Source: an optimization exercise on an open RTL-to-GDS flow (aim: small area). Production flows keep margins and buffers that such runs may drop. In this exercise RTL edits were held to simulation tests only and were not proved equivalent to the original. Power is estimated from default activity; no workload was simulated.

## north
## tsb_sensor
module tsb_sensor (
    input  wire        clk,
    input  wire        rst,           
    input  wire        cmd_we,
    input  wire [31:0] cmd,
    input  wire [31:0] arg,
    output wire        busy,
    output wire        done,
    output wire [7:0]  status,
    output reg  [31:0] val,
    input  wire        sns_in,
    output wire        sns_pull_low
);
For scale: roughly 510 cells after synthesis, roughly 100 flip-flops, ~110 I/O pins.
==> flow/config.mk <==
export PLATFORM = sky130hd
export DESIGN_NAME = tsb_sensor
export DESIGN_NICKNAME = tsb_sensor
export VERILOG_FILES = /design/flow/design.v
export SDC_FILE = /design/flow/constraint.sdc
export NUM_CORES = 4
export LEC_CHECK = 0
export CAP_MARGIN = 0
export CORE_MARGIN = 2
export CORE_UTILIZATION = 40
export GPL_TIMING_DRIVEN = 0
export SLEW_MARGIN = 0
==> flow/constraint.sdc <==
create_clock -name core_clock -period 10.0 [get_ports {clk}]
set_input_delay 2.0000 -clock core_clock [delete_from_list [all_inputs] [get_ports {clk}]]
set_output_delay 2.0000 -clock core_clock [all_outputs]
set_load 0.01 [all_outputs]
standard.sh (not shown) runs the stock make flow with config.mk's settings and CLKGATE_MAP_FILE= SYNTH_SCRIPT=/design/flow/synth_recipe.tcl, a recipe that flattens the netlist after the stock synthesis.
==> flow/flow/run.sh <==
#!/bin/bash
# Layout: the standard flow (standard.sh) with these changes:
#  - synthesis: flow/my_synth.tcl, the standard synthesis script with an
#    area-oriented abc script (flow/abc.script) and only full adders
#    extracted; the registers are made exactly as in the standard synthesis;
#  - the port buffers use the smallest buffer cell (buf_1);
#  - clock tree: clkbuf_8 buffers, without dummy loads.
# Each tool's full output stays in orfs/logs/; make's output is in standard.log.
set -euo pipefail
here=$(pwd)
bash standard.sh "SYNTH_SCRIPT=$here/flow/my_synth.tcl" \
  "BUFFER_PORTS_ARGS=-buffer_cell sky130_fd_sc_hd__buf_1" \
  "CTS_ARGS=-sink_clustering_enable -repair_clock_nets -buf_list sky130_fd_sc_hd__clkbuf_8 -dont_use_dummy_load" \
  finish > standard.log 2>&1
==> flow/flow/abc.script <==
strash
&get -n
&fraig -x
&put
scorr
dc2
strash
&get -n
&deepsyn -T 20
&put
dch -f
amap
==> flow/flow/my_synth.tcl <==
# The standard synthesis script (synth_recipe.tcl) with three changes that
# touch only the combinational logic; the registers come out exactly as in the
# standard synthesis:
#  - abc maps the logic with abc.script (beside this file), an area-oriented
#    script, instead of ORFS's delay-oriented one;
#  - the adder step extracts only full adders (fa cells), no half adders, so
#    abc maps the counters' increment logic;
#  - the buffers on pass-through and constant outputs are buf_1, not buf_4.
proc synth {args} { yosys synth -nofsm -noshare {*}$args }
set my_abc_script [file join [file dirname [file normalize [info script]]] abc.script]
proc abc {args} {
  set i [lsearch -exact $args -script]
  if { $i >= 0 } { set args [lreplace $args [expr {$i + 1}] [expr {$i + 1}] $::my_abc_script] }
  yosys abc {*}$args
}
proc extract_fa {args} { yosys extract_fa -fa }
set ::env(MIN_BUF_CELL_AND_PORTS) "sky130_fd_sc_hd__buf_1 A X"
source $::env(SCRIPTS_DIR)/synth.tcl
# left out here: clear keep_hierarchy, flatten, clean up, hide names made inside functions, write 1_2_yosys.v
The inputs of south differ from those of north as listed below.
--- a/flow/config.mk
+++ b/flow/config.mk
@@ -7,6 +7,5 @@
 export LEC_CHECK = 0
-export CAP_MARGIN = 0
+export CAP_MARGIN = 20
 export CORE_MARGIN = 2
 export CORE_UTILIZATION = 40
-export GPL_TIMING_DRIVEN = 0
-export SLEW_MARGIN = 0
+export SLEW_MARGIN = 20
## What came out
- [compare] base=north new=south: proportion of power drawn by the clock network barely changed, clock latency on the worst-skew pair held, final cell count closely matched the old numbers.
Edits applied to the flow inputs when going from south to east:
--- a/flow/config.mk
+++ b/flow/config.mk
@@ -7,5 +7,5 @@
 export LEC_CHECK = 0
-export CAP_MARGIN = 20
+export CAP_MARGIN = 0
 export CORE_MARGIN = 2
 export CORE_UTILIZATION = 40
-export SLEW_MARGIN = 20
+export SLEW_MARGIN = 0
### Flow results
The post-route worst hold slack was comparable across south and east. Setup slack after layout: east < south. Diff south..east | die area | unchanged. Count of vias placed by the detailed router: south vs east, no meaningful difference. On sequential share of layout area, south and east are neck and neck.

[re-timing with driven ports]
How much do the figures lean on ideal ports? The routed layouts below were timed once more, with nothing changed but the port constraints.
Step 1 (the two cells are an assumption about what drives the block):
set clk [get_ports {clk}]
set_driving_cell -lib_cell sky130_fd_sc_hd__clkbuf_16 $clk
set_driving_cell -lib_cell sky130_fd_sc_hd__buf_2 [delete_from_list [all_inputs] $clk]
Step 2, shift: input delay + t, output delay - t, t = (earliest + latest rising clock arrival at the registers) / 2. This alone moves slack from input paths to output paths.
Slacks: ideal ports / drivers / drivers and shift; pairs: ideal ports / drivers.
run | shift t [ns] | setup WS [ns] | clock arrival spread, ns | worst register clock-pin slew, ns
north | 0.389 | 4.685 / 4.685 / 4.685 | 0.028 / 0.028 | 0.10 / 0.10
south | 0.385 | 5.083 / 5.083 / 5.083 | 0.035 / 0.035 | 0.11 / 0.11
east | 0.385 | 5.074 / 5.074 / 5.074 | 0.037 / 0.036 | 0.11 / 0.11
After both steps setup and hold are still met in every run listed.
